Source: an optimization exercise on an open RTL-to-GDS flow (aim: small area, a short achievable clock period and few clock cycles). Production flows keep margins and buffers that such runs may drop. RTL that was checked went through simulation tests only; none was proved equivalent to the original. Power is estimated from default activity; no workload was simulated.

## build 15
// swath_engine
module swath_engine (
    input  wire        clk,
    input  wire        rst,
    input  wire        in_valid,
    output wire        in_ready,
    input  wire [5:0]  in_swath,
    input  wire        in_mirror,
    input  wire [63:0] in_sh_l,
    input  wire [63:0] in_sh_r,
    input  wire [63:0] in_lv_l,
    input  wire [63:0] in_lv_r,
    output wire        ev_valid,
    input  wire        ev_ready,
    output wire [15:0] ev_data,
    output wire        res_valid,
    output wire [6:0]  res_k
);
Size in the first run: about 280 flip-flops, about 15000 µm² of cells after synthesis.
export LEC_CHECK = 0
export CAP_MARGIN = 20
export CORE_MARGIN = 2
export CORE_UTILIZATION = 50
export PLACE_DENSITY = 0.65
export SLEW_MARGIN = 20
create_clock -name core_clock -period 10.0 [get_ports {clk}]
standard.sh (not shown) runs the stock make flow with config.mk's settings and CLKGATE_MAP_FILE= SYNTH_SCRIPT=/design/flow/synth_recipe.tcl, a recipe that flattens the netlist after the stock synthesis.
==> flow/flow/run.sh <==
#!/bin/bash
# Layout flow: the standard ORFS flow (standard synthesis, unchanged),
# with small port buffers and the timing repair aimed at extra setup slack.
set -euo pipefail
export BUFFER_PORTS_ARGS="-buffer_cell sky130_fd_sc_hd__buf_1"
export SETUP_SLACK_MARGIN=7.0
export CTS_CLUSTER_SIZE=30
export CTS_CLUSTER_DIAMETER=80
export CTS_BUF_LIST="sky130_fd_sc_hd__clkbuf_4 sky130_fd_sc_hd__clkbuf_8 sky130_fd_sc_hd__clkbuf_16"
bash standard.sh > orfs_make.log 2>&1
Looking at the reports, build 15 completed the entire flow and the layout it produced met the timing, design-rule and antenna checks.
Testbench counts of build 15, summed over its fixed seeds: cycles 19,783.
Changes in build 10 relative to build 15:
Settings: PLACE_DENSITY removed (was 0.65); CORE_UTILIZATION changed from 50 to 40.
--- a/flow/flow/run.sh
+++ b/flow/flow/run.sh
@@ -6 +6 @@
-export SETUP_SLACK_MARGIN=7.0
+export SETUP_SLACK_MARGIN=6.8
@@ -9 +8,0 @@
-export CTS_BUF_LIST="sky130_fd_sc_hd__clkbuf_4 sky130_fd_sc_hd__clkbuf_8 sky130_fd_sc_hd__clkbuf_16"
### Flow results
Relative to build 15, global router's overall resource usage decreased by 4.1 points in build 10.
Compared with build 15, in build 10 share of the core filled with cells in the final layout decreased by 11 points relative to the old numbers; net switching share of the total power shrank by 0.54 points.
Wire length of the first global-routing pass, build 10 and build 15, lower one = build 15.
Measured against each other, build 10 and build 15 differ in highest achievable clock rate, the lower figure coming from build 10.
Taking build 15 as the reference point, the sum of routed wire length over all layers of build 10 rises by 5.7%.
Build 10 vs build 15: clock network area share up
Looking at kind of critical path, the reg -> out result is from build 15; the in -> reg one comes from build 10.
For build 78, these inputs were changed with respect to build 10:
Settings: ABC_AREA now 1, previously not set.
--- a/flow/flow/run.sh
+++ b/flow/flow/run.sh
@@ -6 +6 @@
-export SETUP_SLACK_MARGIN=6.8
+export SETUP_SLACK_MARGIN=7.0
### Flow results
- Delta (build 78 minus build 10): die area grew by about 2.3%; total wire length after detailed routing shrank by 3.3%.
- The layout inverter count without the clock tree reported for build 78 is greater than that of build 10 by 96.
- In terms of utilization, build 78 and build 10 differ only marginally.
- Data arrival time of the critical path, build 10 and build 78, higher one = build 10.
- Build 10 has a lower finished layout cell area than build 78.
- Build 10 has a higher critical path depth than build 78.
- Diff build 78..build 10 | final cycle utilization of the critical path | negligible
- Relative to build 10, global routing usage on met1 decreased by 2.0 points in build 78.
Changes in build 89 relative to build 78:
Settings: ABC_AREA removed (was 1); GPL_TIMING_DRIVEN newly set to 0.
Results
Build 89: fraction of final layout cells sized beyond drive strength 1 is 1.2 points higher than what build 78 reported. Re post-synthesis async set-or-reset flop share: no difference whatsoever between build 89 and build 78. Hold slack on build 89 is ahead of build 78. Build 89 consumes less power than build 78 does. Compared with build 78, build 89 shows a higher wire length.
> inputs changed (build 89 -> build 28)
Settings: setting PLACE_DENSITY to 0.65 for the first time; removing GPL_TIMING_DRIVEN (formerly 0); changing CORE_UTILIZATION from 40 to 50.
### Flow results
Wire: build 28 routes less than build 89. Going from build 89 to build 28, count of clock-buffer cells in the layout went down; first-pass GRT wire length went down; number of placed instances with taps included went down.
The inputs of build 6 differ from those of build 28 as listed below.
Settings: swapping 50 for 40 in CORE_UTILIZATION; clearing PLACE_DENSITY, which used to be 0.65.
--- a/flow/flow/run.sh
+++ b/flow/flow/run.sh
@@ -6 +6 @@
-export SETUP_SLACK_MARGIN=7.0
+export SETUP_SLACK_MARGIN=7.2
==> comparison <==
Build 6 -> build 28: sum of overflow across all layers after global routing delta 0, exact match. Compared with build 28, build 6 shows a higher via count of the first global-routing pass. Area of all placed cells without fillers grows slightly when moving from build 28 to build 6. Between build 28 and build 6, area added between synthesis and finish is higher for build 6, build 28 comes in under that.

* * *

rev 12:
swath_engine, a different RTL version from the one above (not shown whole).
Size in the first run: about 1600 cells after synthesis, roughly 250 flip-flops, ~290 I/O pins, roughly 15000 um^2 of cells after synthesis.
Settings: LEC_CHECK=0, CAP_MARGIN=20, CORE_MARGIN=2, CORE_UTILIZATION=40, SLEW_MARGIN=20; clock period 10.0 ns.
==> flow/flow/run.sh <==
#!/bin/bash
# Layout flow: the standard ORFS flow (standard synthesis, unchanged),
# with small port buffers and the timing repair aimed at extra setup slack.
set -euo pipefail
export BUFFER_PORTS_ARGS="-buffer_cell sky130_fd_sc_hd__buf_1"
export SETUP_SLACK_MARGIN=6.5
export ABC_AREA=1
bash standard.sh > orfs_make.log 2>&1
Rev 12 went all the way through synthesis, placement and routing and the layout is clean on timing, DRC and antenna.
Inputs modified between rev 12 and rev 13:
diff --git a/flow/flow/run.sh b/flow/flow/run.sh
--- a/flow/flow/run.sh
+++ b/flow/flow/run.sh
@@ -7 +6,0 @@
-export ABC_AREA=1
--- outcome ---
In rev 13, the synthesized cell count came out 41 above the value in rev 12.
On register share of total power: rev 13 sits above rev 12.
Looking at maximum number of pins on one net before global-route repair, rev 13 sits below rev 12.
Looking at total number of nets in the final design, rev 13 sits 18 higher than rev 12 does.
Setup fix buffers added after clock tree synthesis, rev 13 vs rev 12: up by more than a quarter
Rev 13 gives more initial antenna violation count than rev 12 did.
On total wire length: between rev 12 and rev 13, it ends up higher for rev 13.
As of rev 13, per-cell via count in the routed design had risen by more than 10% compared to rev 12.
Rev 13 vs rev 12: number of clock buffers in the layout down
No run of this note included a check of the RTL's function; only the layout flow was run.

-- separate check: timing with driven ports --
No port has a modelled driver above. Below, the same layouts with a new extraction and two added sets of constraints.
Step 1 sets driving cells, clkbuf_16 on the clock port and buf_2 on the other inputs (assumed; they add their load-dependent delay and slew).
Step 2 adds t to the input delays and takes it off the output delays; t is the mean of the earliest and latest rising clock arrival at the registers after step 1. Input paths then give back, and output paths get back, about the clock's delay inside the block.
a / b / c = no drivers / after step 1 / after step 2; a / b = the first two.
run	shift t [ns]	setup slack, ns	hold slack, ns	clock arrival spread, ns	pins driven straight from the clock port
build 15	0.552	6.965 / 6.910 / 6.528	0.433 / 0.433 / 0.433	0.020 / 0.019	1
build 10	0.567	6.895 / 6.856 / 6.360	0.443 / 0.443 / 0.443	0.024 / 0.025	1
build 78	0.578	6.899 / 6.847 / 6.675	0.438 / 0.438 / 0.438	0.024 / 0.024	1
build 89	0.571	6.939 / 6.885 / 6.517	0.450 / 0.450 / 0.450	0.027 / 0.027	1
build 28	0.550	6.965 / 6.911 / 6.528	0.433 / 0.433 / 0.433	0.018 / 0.019	1
build 6	0.573	6.934 / 6.879 / 6.759	0.445 / 0.445 / 0.445	0.017 / 0.018	1
rev 12	0.589	5.041 / 5.041 / 5.041	0.466 / 0.466 / 0.466	0.015 / 0.015	1
rev 13	0.603	6.350 / 6.378 / 5.774	0.509 / 0.509 / 0.509	0.009 / 0.009	1
After both steps every run listed still meets setup and hold. For rev 13, which loses most, drivers alone change the setup slack by +0.028 ns; drivers and shift together by -0.576 ns.
